What follows belongs to an exercise in optimizing a design on an open flow for small area; a production flow would make more cautious choices.
At most, simulation tests tie the RTL to the original design; equivalence was not proved.
Power figures rest on the tool's default switching activity, not on a simulated workload. The clock port is modelled as an ideal driver; clocking choices that lean on that would not hold on a real chip.

==> run a: inputs <==
## bp_scanner
module bp_scanner (
    input  wire        clk,
    input  wire        rst,            
    input  wire        scan_init,      
    input  wire        scan_tick,      
    input  wire [15:0] cols,           
    input  wire        hnd_key_down,   
    input  wire        hnd_key_up,     
    output reg  [3:0]  row_sel,        
    output reg         ev_valid,       
    output wire [3:0]  ev_row,         
    output wire [15:0] ev_down,        
    output reg  [15:0] ev_up           
);
==> module bp_scanner, before the edit <==
module bp_scanner (
    input  wire        clk,
    input  wire        rst,            
    input  wire        scan_init,      
    input  wire        scan_tick,      
    input  wire [15:0] cols,           
    input  wire        hnd_key_down,   
    input  wire        hnd_key_up,     
    output reg  [3:0]  row_sel,        
    output reg         ev_valid,       
    output wire [3:0]  ev_row,         
    output wire [15:0] ev_down,        
    output reg  [15:0] ev_up           
);
    localparam ROWS = 16;
    localparam COLS = 16;
    localparam W    = 3 * COLS;
    localparam [2:0] S_U0 = 3'd6;
    localparam [2:0] S_U1 = 3'd2;
    localparam [2:0] S_U2 = 3'd0;
    localparam [2:0] S_U3 = 3'd1;
    localparam [2:0] S_D0 = 3'd3;
    localparam [2:0] S_D1 = 3'd5;
    localparam [2:0] S_D2 = 3'd4;
    localparam [2:0] S_DS = 3'd7;
    wire do_init = rst | scan_init;
    wire do_tick = scan_tick & ~do_init;
    reg  [ROWS*W-1:0] ring;
    wire [W-1:0] row_next;
    wire [COLS-1:0] up_vec;
    reg first_pass;
    always @(posedge clk) begin
        if (scan_tick)
            ring <= {row_next, ring[ROWS*W-1:W]};
    end
    genvar g;
    generate
        for (g = 0; g < COLS; g = g + 1) begin : g_col
            wire [2:0] k = ring[g*3 +: 3];
            wire       s = cols[g];
            reg  [2:0] nk;
            reg        up;
            always @(*) begin
                up = 1'b0;
                if (first_pass) begin
                    nk = s ? S_D0 : S_U0;
                end else begin
                    case (k)
                        S_U0: begin nk = s ? S_U1 : S_U0; end
                        S_U1: begin nk = s ? S_U2 : S_U0; end
                        S_U2: begin nk = s ? S_U3 : S_U0; end
                        S_U3: begin nk = s ? (hnd_key_down ? S_DS : S_D0) : S_U0; end
                        S_D0: begin nk = s ? S_D0 : S_D1; end
                        S_D1: begin nk = s ? S_D0 : S_D2; end
                        S_D2: begin nk = s ? S_D0 : S_U0; up = ~s; end
                        S_DS: begin nk = s ? S_D0 : S_D1; end
                        default: nk = S_U0;
                    endcase
                end
            end
            assign row_next[g*3 +: 3] = nk;
            assign up_vec[g] = up;
            assign ev_down[g] = (ring[(ROWS-1)*W + g*3 +: 3] == S_DS);
        end
    endgenerate
    assign ev_row = row_sel - 4'd1;
    always @(posedge clk) begin
        ev_up <= up_vec & {COLS{hnd_key_up}};
        if (do_init) begin
            row_sel    <= 4'd0;
            ev_valid   <= 1'b0;
            first_pass <= 1'b1;
        end else if (do_tick) begin
            row_sel    <= row_sel + 4'd1;
            ev_valid   <= 1'b1;
            if (row_sel == ROWS - 1)
                first_pass <= 1'b0;
        end else begin
            ev_valid   <= 1'b0;
        end
    end
endmodule
export LEC_CHECK = 0
export ABC_AREA = 1
export CAP_MARGIN = 20
export CORE_MARGIN = 2
export CORE_UTILIZATION = 40
export CTS_CLUSTER_DIAMETER = 100
export CTS_CLUSTER_SIZE = 30
export PLACE_DENSITY = 0.6
export SLEW_MARGIN = 20
create_clock -name core_clock -period 8.0 [get_ports {clk}]
standard.sh (not shown) runs the stock make flow with config.mk's settings and CLKGATE_MAP_FILE= SYNTH_SCRIPT=/design/flow/synth_recipe.tcl, a recipe that flattens the netlist after the stock synthesis.
==> flow/flow/run.sh <==
#!/bin/bash
# Layout flow: the standard ORFS flow, with two changes passed to ORFS's
# own knobs:
#  - clock tree synthesis without dummy loads (they only balance the tree),
#    with larger sink clusters;
#  - port buffers of the smallest buffer cell.
# Each ORFS step writes its full log under orfs/logs/; the output of the
# whole run goes to flow.log here.
set -euo pipefail
cd "$(dirname "$0")/.."
export CTS_ARGS="-sink_clustering_enable -repair_clock_nets -dont_use_dummy_load -sink_clustering_size 32 -sink_clustering_max_diameter 250 -balance_levels"
export BUFFER_PORTS_ARGS="-buffer_cell sky130_fd_sc_hd__buf_1"
bash standard.sh finish > flow.log 2>&1
==> inputs of run b, as changes to run a <==
==> flow/design.v (replaced) <==
module bp_scanner (
    input  wire        clk,
    input  wire        rst,            
    input  wire        scan_init,      
    input  wire        scan_tick,      
    input  wire [15:0] cols,           
    input  wire        hnd_key_down,   
    input  wire        hnd_key_up,     
    output reg  [3:0]  row_sel,        
    output reg         ev_valid,       
    output wire [3:0]  ev_row,         
    output wire [15:0] ev_down,        
    output reg  [15:0] ev_up           
);
    localparam ROWS = 16;
    localparam COLS = 16;
    localparam W    = 3 * COLS;
    localparam [2:0] S_U0 = 3'd0;
    localparam [2:0] S_U1 = 3'd3;
    localparam [2:0] S_U2 = 3'd1;
    localparam [2:0] S_U3 = 3'd7;
    localparam [2:0] S_D0 = 3'd2;
    localparam [2:0] S_D1 = 3'd4;
    localparam [2:0] S_D2 = 3'd5;
    localparam [2:0] S_DS = 3'd6;
    wire do_init = rst | scan_init;
    wire do_tick = scan_tick & ~do_init;
    reg  [ROWS*W-1:0] ring;
    wire [W-1:0] row_next;
    wire [COLS-1:0] up_vec;
    reg first_pass;
    always @(posedge clk) begin
        if (scan_tick)
            ring <= {row_next, ring[ROWS*W-1:W]};
    end
    genvar g;
    generate
        for (g = 0; g < COLS; g = g + 1) begin : g_col
            wire [2:0] k = ring[g*3 +: 3];
            wire       s = cols[g];
            wire k0 = k[0], k1 = k[1], k2 = k[2];
            wire n2 = ~first_pass & (s ? (k0 & ((k1 & k2) ? hnd_key_down : (~k1 & ~k2)))
                                       : (~k0 & (k1 | k2)));
            wire n1 = s & (first_pass | k2 | ~k1 | ~k0);
            wire n0 = ~first_pass & (s ? (~k2 & (~k1 | k0)) : (k2 & ~k1 & ~k0));
            wire [2:0] nk = {n2, n1, n0};
            wire up = ~first_pass & ~s & k2 & ~k1 & k0;
            assign row_next[g*3 +: 3] = nk;
            assign up_vec[g] = up;
            assign ev_down[g] = (ring[(ROWS-1)*W + g*3 +: 3] == S_DS);
        end
    endgenerate
    assign ev_row = row_sel - 4'd1;
    always @(posedge clk) begin
        ev_up <= up_vec & {COLS{hnd_key_up}};
        if (do_init) begin
            row_sel    <= 4'd0;
            ev_valid   <= 1'b0;
            first_pass <= 1'b1;
        end else if (do_tick) begin
            row_sel    <= row_sel + 4'd1;
            ev_valid   <= 1'b1;
            if (row_sel == ROWS - 1)
                first_pass <= 1'b0;
        end else begin
            ev_valid   <= 1'b0;
        end
    end
endmodule
--- a/flow/flow/run.sh
+++ b/flow/flow/run.sh
@@ -8,6 +8,6 @@
 # whole run goes to flow.log here.
 set -euo pipefail
 cd "$(dirname "$0")/.."
-export CTS_ARGS="-sink_clustering_enable -repair_clock_nets -dont_use_dummy_load -sink_clustering_size 32 -sink_clustering_max_diameter 250 -balance_levels"
+export CTS_ARGS="-sink_clustering_enable -repair_clock_nets -dont_use_dummy_load -sink_clustering_size 34 -sink_clustering_max_diameter 150"
 export BUFFER_PORTS_ARGS="-buffer_cell sky130_fd_sc_hd__buf_1"
 bash standard.sh finish > flow.log 2>&1
==> inputs of run c, as changes to run a <==
--- a/flow/design.v
+++ b/flow/design.v
@@ -15,14 +15,14 @@
     localparam ROWS = 16;
     localparam COLS = 16;
     localparam W    = 3 * COLS;
-    localparam [2:0] S_U0 = 3'd6;
-    localparam [2:0] S_U1 = 3'd2;
-    localparam [2:0] S_U2 = 3'd0;
-    localparam [2:0] S_U3 = 3'd1;
-    localparam [2:0] S_D0 = 3'd3;
-    localparam [2:0] S_D1 = 3'd5;
-    localparam [2:0] S_D2 = 3'd4;
-    localparam [2:0] S_DS = 3'd7;
+    localparam [2:0] S_U0 = 3'd0;
+    localparam [2:0] S_U1 = 3'd3;
+    localparam [2:0] S_U2 = 3'd1;
+    localparam [2:0] S_U3 = 3'd7;
+    localparam [2:0] S_D0 = 3'd2;
+    localparam [2:0] S_D1 = 3'd4;
+    localparam [2:0] S_D2 = 3'd5;
+    localparam [2:0] S_DS = 3'd6;
     wire do_init = rst | scan_init;
     wire do_tick = scan_tick & ~do_init;
     reg  [ROWS*W-1:0] ring;
==> flow/run.sh (new file) <==
#!/bin/bash
# synth_recipe.tcl (not shown) runs the flow's synth.tcl, then flattens the netlist and writes it again
# the make line also repeats each setting of config.mk as NAME=value (left out here)
make -C /OpenROAD-flow-scripts/flow DESIGN_CONFIG=/design/flow/config.mk WORK_HOME=/design/flow/orfs CLKGATE_MAP_FILE= SYNTH_SCRIPT=/design/flow/synth_recipe.tcl finish
Settings changed: CTS_CLUSTER_DIAMETER 100 to default, CTS_CLUSTER_SIZE 30 to default.
removed: flow/flow/run.sh
removed: flow/standard.sh
==> summary.txt <==
In flip-flop and latch count, run b and run c do not differ.
Register-to-register slack: run a < run c < run b.
Between run a and run c, the lower cell area is in run a (gap about 10%, measured against run c).
The lowest maximum frequency belongs to run c, the highest to run a.
First-iteration DRC count: run c < run a < run b.
The lowest synthesized cell count belongs to run a, the highest to run c.
Global-route usage: run c > run b > run a.
Of run a and run c, run c has the higher non-clock buffer count (gap 1).
The highest power belongs to run c, the lowest to run a.
==> figures <==
	run c	run b	run a
R2R setup slack	6.09 ns	6.36 ns	5.68 ns
M1 GR Usage	0.170	0.164	0.161
Proportion of synthesized chip area in sequential cells	0.922	0.925	0.947
Switching part of the total power	0.194	0.190	0.187
Share of synthesized cell area in full adder, half adder and majority cells	0.000981	0.000984	0.00101
Transition time of the tightest slew-check pin	1.05 ns	0.988 ns	1.09 ns
Initial DRC count	1039	1130	1101
Met3 global-route usage	0.0267	0.0253	0.0170
Delay of the slowest cell on the worst path	0.53 ns	0.52 ns	0.68 ns
Multi-input logic portion of the cell area	0.0572	0.0564	0.0403
Result of the run	no timing/DRC/antenna violations	no timing/DRC/antenna violations	no timing/DRC/antenna violations
Netlist Area Pre-Place	25500 µm²	25400 µm²	24800 µm²
Headroom to the max-slew limit	0.300	0.341	0.276
Capturing instance or port of the critical path	ev_row[1]	ev_row[1]	ring[96]
Post-synthesis cell type count	23	25	22
Instance count of the mapped netlist	1225	1170	1070
Final cell count without fillers	2273	2108	1953
Number of antenna violations at the first check in global routing	2	1	2
Tap cell instance count	846	846	790
Function not checked in run b: the RTL went through the layout flow alone.

-- re-timing with driven ports --
The flow's constraints put no driver on any port. The routed layouts listed below were extracted and timed again, unchanged, in two steps. Step 1, drivers: a clkbuf_16 drives clk and a buf_2 each remaining input, both assumed. Step 2, shift: input delay + t, output delay - t, t = (earliest + latest rising clock arrival at the registers) / 2. This alone moves slack from input paths to output paths. Three values: no drivers, after step 1, after step 2; two values: the first two.
| run | shift t [ns] | setup WS [ns] | worst setup path at the end |
|---|---|---|---|
| run a | 0.636 | 4.723 / 4.673 / 4.111 | input to register |
| run b | 0.624 | 4.389 / 4.333 / 4.381 | input to register |
| run c | 0.646 | 4.380 / 4.321 / 4.099 | input to register |
After both steps every run listed still meets setup and hold. For run a, which loses most, drivers alone change the setup slack by -0.050 ns; drivers and shift together by -0.612 ns.
